This design comes from an exercise in tuning for small area, a short achievable clock period and few clock cycles on the open sky130 flow, not from production work.
RTL that was checked went through simulation tests only; none was proved equivalent to the original.
Power figures rest on the tool's default switching activity, not on a simulated workload.

==> inputs of v16 <==
Design baton_relay_core, start of the top module:
module baton_relay_core (
    input  wire        clk,
    input  wire        rst,
    input  wire [63:0] cfg_turns_required,
    input  wire        cmd_valid,
    output wire        cmd_ready,
    input  wire [1:0]  cmd_op,
    input  wire [7:0]  cmd_seed,
    input  wire        rx_valid,
    output wire        rx_ready,
    input  wire [63:0] rx_data,
    input  wire [3:0]  rx_len,
    input  wire        rx_fin,
    input  wire        offer_valid,
    output wire        offer_ready,
    input  wire [15:0] offer_len,
    output wire        tx_valid,
    input  wire        tx_ready,
    output wire [63:0] tx_data,
    output wire [3:0]  tx_len,
    output wire        tx_fin,
    output wire        tx_last,
    output wire        idle,
    output wire [2:0]  state,
    output wire        role,
    output wire [7:0]  baton_out,
    output wire [7:0]  baton_in,
    output wire [63:0] turn_count,
    output wire [63:0] rx_byte_count,
    output wire [2:0]  close_code,
    output wire        dgram_ready,
    output wire [7:0]  dgram_value
);
    localparam OP_ACCEPT   = 2'd0;
    localparam OP_CONNECT  = 2'd1;
    localparam OP_DEREG    = 2'd2;
    localparam OP_TIMEOUT  = 2'd3;
    localparam S_IDLE   = 3'd0;
    localparam S_READY  = 3'd1;
    localparam S_SENT   = 3'd2;
    localparam S_DONE   = 3'd3;
    localparam S_CLOSED = 3'd5;
    localparam [1:0] CC_SUCCESS   = 2'b00;
    localparam [1:0] CC_MALFORMED = 2'b01;
    localparam [1:0] CC_TIMEOUT   = 2'b10;
    localparam [1:0] CC_NONE      = 2'b11;
    localparam [1:0] D_IDLE = 2'd0;    
    localparam [1:0] D_LEN2 = 2'd1;    
    localparam [1:0] D_BODY = 2'd2;    
    localparam [1:0] D_DONE = 2'd3;    
    reg [2:0]  st;
    reg        role_r;
    reg [7:0]  baton_out_r;
    reg [7:0]  baton_in_r;
    reg        first_seen;
    reg [63:1] tc_hi;           
    reg [63:0] turns_req;
    reg [63:0] rx_bytes;
    reg [1:0]  cc;
    reg        dgram_ready_r;
    reg [7:0]  dgram_value_r;
    reg [1:0]  dph;
    reg [13:0] rem;             
    reg        send_q;          
    reg [14:0] fl;              
    reg [1:0]  hdr;             
    reg [15:0] ol;              
    reg        tx_busy;
    reg        turn_pend;
    wire in_idle = !tx_busy && !turn_pend;
    assign idle        = in_idle;
  ...
make LEC_CHECK=0 CAP_MARGIN=20 CORE_MARGIN=2 CORE_UTILIZATION=40 SLEW_MARGIN=20 finish   # period 8.0 ns
run.sh (not shown) runs the stock make flow with config.mk's settings and CLKGATE_MAP_FILE= SYNTH_SCRIPT=/design/flow/synth_recipe.tcl, a recipe that flattens the netlist after the stock synthesis.
==> v28: changes against v16 <==
--- a/flow/design.v
+++ b/flow/design.v
@@ -61,13 +61,16 @@
     reg [7:0]  dgram_value_r;
     reg [1:0]  dph;
     reg [13:0] rem;             
     reg        send_q;          
     reg [14:0] fl;              
-    reg [1:0]  hdr;             
-    reg [15:0] ol;              
     reg        tx_busy;
+    reg        last_r;          
+    reg [12:0] cnt;             
+    reg [3:0]  plen;            
+    reg        fin_o;           
+    reg [1:0]  hdr;             
     reg        turn_pend;
     wire in_idle = !tx_busy && !turn_pend;
     assign idle        = in_idle;
     assign cmd_ready   = in_idle;
     assign rx_ready    = in_idle;
@@ -84,38 +87,35 @@
     assign dgram_value   = dgram_value_r;
     wire active = (st != S_IDLE) && (st != S_CLOSED);
     wire cmd_go   = in_idle && cmd_valid;
     wire rx_go    = in_idle && !cmd_valid && rx_valid;
     wire offer_go = in_idle && !cmd_valid && !rx_valid && offer_valid;
-    wire       ol_lt8 = (ol[15:3] == 13'd0);
-    wire       fl_lt8 = (fl[14:3] == 12'd0);
-    wire       ol_le8 = ol_lt8 || (ol == 16'd8);
-    wire       fl_le8 = fl_lt8 || (fl == 15'd8);
-    wire [3:0] ol_c   = ol_lt8 ? {1'b0, ol[2:0]} : 4'd8;
-    wire [3:0] fl_c   = fl_lt8 ? {1'b0, fl[2:0]} : 4'd8;
-    wire       fl_first = (fl_c <= ol_c);
-    wire [3:0] beat_len = fl_first ? fl_c : ol_c;
-    wire       beat_last = ol_le8 || fl_le8;
-    wire       beat_fin  = fl_le8 && fl_first && (fl != 15'd0);
+    wire [3:0] beat_len = last_r ? plen : 4'd8;
+    wire       beat_fin = last_r && fin_o;
     reg [63:0] beat_data;
     integer i;
     always @(*) begin
         for (i = 0; i < 8; i = i + 1)
-            beat_data[i*8 +: 8] = (fl_le8 && (i + 1 >= fl_c)) ? baton_out_r : 8'd0;
+            beat_data[i*8 +: 8] = (beat_fin && (i + 1 >= plen)) ? baton_out_r : 8'd0;
         if (hdr[0]) beat_data[7:0]  = 8'h3f;
         if (hdr[1]) beat_data[15:0] = 16'hff7f;
     end
     assign tx_valid = tx_busy;
     assign tx_data  = beat_data;
     assign tx_len   = beat_len;
     assign tx_fin   = beat_fin;
-    assign tx_last  = beat_last;
+    assign tx_last  = last_r;
     wire beat_go = tx_busy && tx_ready;
-    wire        offer_writes = active && send_q && (offer_len != 16'd0);
+    wire [15:0] m = offer_len;
+    wire        offer_writes = active && send_q && (m != 16'd0);
     wire        choose = (fl == 15'd0);
-    wire [14:0] fl_choice = (baton_out_r == 8'd0) ? 15'd2 :
-                            (offer_len == 16'd1)  ? 15'd65 : 15'd16386;
+    wire [14:0] frame_left = !choose ? fl :
+                             (baton_out_r == 8'd0) ? 15'd2 :
+                             (m == 16'd1) ? 15'd65 : 15'd16386;
+    wire        covers = (m >= {1'b0, frame_left});
+    wire [15:0] w1 = (covers ? {1'b0, frame_left} : m) - 16'd1;    
+    wire [14:0] fl_after = frame_left - m[14:0];
     wire [7:0] b0 = rx_data[7:0];
     wire [7:0] b1 = rx_data[15:8];
     wire [3:0] n  = rx_len;
     reg [14:0] idx;
     always @(*) begin
@@ -142,11 +142,14 @@
     wire [63:1] tc_inc     = tc_hi + 63'd1;
     wire [63:0] tc_peer    = role_r ? {tc_hi, 1'b1} : {tc_inc, 1'b0};
     wire        terminal   = (tc_peer >= turns_req);
     wire        corrupting = (turns_req == 64'd257) && (tc_peer >= 64'd4);
     wire        seq_error  = first_seen && (b != baton_out_r + 8'd1);
-    wire        arm_dgram  = ((b % 8'd7) == {7'd0, role_r});
+    wire [4:0]  m7a        = {2'd0, b[2:0]} + {2'd0, b[5:3]} + {3'd0, b[7:6]};
+    wire [3:0]  m7b        = {1'b0, m7a[2:0]} + {2'd0, m7a[4:3]};
+    wire        arm_dgram  = role_r ? (m7b == 4'd1 || m7b == 4'd8)
+                                    : (m7b == 4'd0 || m7b == 4'd7);
     wire [4:0]  rxb_lo   = {1'b0, rx_bytes[3:0]} + {1'b0, n};
     wire [63:4] rxb_hi1  = rx_bytes[63:4] + 60'd1;
     always @(posedge clk) begin
         if (rst) begin
             st            <= S_IDLE;
@@ -237,33 +240,40 @@
                     turn_pend <= 1'b1;
             end
             if (offer_go) begin
                 tx_busy <= 1'b1;
                 hdr     <= 2'b00;
+                fin_o   <= 1'b0;
                 if (offer_writes) begin
-                    ol <= offer_len;
-                    if (choose) begin
-                        fl  <= fl_choice;
+                    cnt    <= w1[15:3];
+                    last_r <= (w1[15:3] == 13'd0);
+                    plen   <= {1'b0, w1[2:0]} + 4'd1;
+                    if (choose)
                         hdr <= (baton_out_r == 8'd0) ? 2'b00 :
-                               (offer_len == 16'd1) ? 2'b01 : 2'b10;
+                               (m == 16'd1) ? 2'b01 : 2'b10;
+                    if (covers) begin
+                        fin_o  <= 1'b1;
+                        fl     <= 15'd0;
+                        send_q <= 1'b0;
+                        dph    <= D_IDLE;
+                        if (st != S_DONE)
+                            st <= S_SENT;
+                    end else begin
+                        fl     <= fl_after;
                     end
                 end else begin
-                    ol <= 16'd0;
+                    cnt    <= 13'd0;
+                    last_r <= 1'b1;
+                    plen   <= 4'd0;
                 end
             end
             if (beat_go) begin
-                ol  <= ol - {12'd0, beat_len};
-                fl  <= fl - {11'd0, beat_len};
-                hdr <= 2'b00;
-                if (beat_last)
+                hdr    <= 2'b00;
+                cnt    <= cnt - 13'd1;
+                last_r <= (cnt == 13'd1);
+                if (last_r)
                     tx_busy <= 1'b0;
-                if (beat_fin) begin
-                    send_q <= 1'b0;
-                    dph    <= D_IDLE;
-                    if (st != S_DONE)
-                        st <= S_SENT;
-                end
             end
             if (turn_pend) begin
                 turn_pend <= 1'b0;
                 if (b == 8'd0) begin
                     st <= S_CLOSED;
==> flow/flow/run.sh (new file) <==
#!/bin/bash
# Standard layout, with every port buffered by the smallest buffer instead of
# the flow's default choice. Full make output goes to standard.log.
set -euo pipefail
export BUFFER_PORTS_ARGS="-buffer_cell sky130_fd_sc_hd__buf_1"
bash standard.sh finish > standard.log 2>&1
==> flow/standard.sh (new file) <==
#!/bin/bash
# synth_recipe.tcl (not shown) runs the flow's synth.tcl, then flattens the netlist and writes it again
# the make line also repeats each setting of config.mk as NAME=value (left out here)
make -C /OpenROAD-flow-scripts/flow DESIGN_CONFIG=/design/flow/config.mk WORK_HOME=/design/flow/orfs CLKGATE_MAP_FILE= SYNTH_SCRIPT=/design/flow/synth_recipe.tcl "${@:-finish}"
removed: flow/run.sh
==> run notes <==
- In v28 the cell count is larger than in v16, by 5.3%.
- Against v28, the synthesized cell count of v16 is smaller by about 4%.
- Against v16, the wire length of v28 is larger by 11%.
- Utilization: v16 is higher than v28 (5.0 points).
- Against v28, the clock skew of v16 is lower by 0.0059 ns.
- Clock power: v16 is smaller than v28 (about 8%).
- In sequential power, v28 and v16 hardly differ.
Testbench counts of v16, summed over its fixed seeds: cycles 195,975.
Only the layout flow was run in v28; the RTL was not checked for function there.

[what the ideal ports hide]
How much do the figures lean on ideal ports? The routed layouts below were timed once more, with nothing changed but the port constraints. Step 1 assumes that a clkbuf_16 drives the clock port and a buf_2 every other input. Step 2, shift: input delay + t, output delay - t, t = (earliest + latest rising clock arrival at the registers) / 2. This alone moves slack from input paths to output paths. Three values: ideal ports, drivers, drivers and shift; two values: the first two.
run | shift t [ns] | setup slack, ns | worst hold slack (ns) | worst register clock-pin slew, ns
v16 | 0.612 | 1.105 / 1.045 / 1.657 | 0.490 / 0.490 / 0.490 | 0.06 / 0.06
v28 | 0.614 | 1.687 / 1.716 / 1.102 | 0.466 / 0.466 / 0.466 | 0.07 / 0.07
After both steps setup and hold are still met in every run listed. The setup slack of v28, which loses most, moves by +0.029 ns with the drivers and by -0.585 ns with both steps.
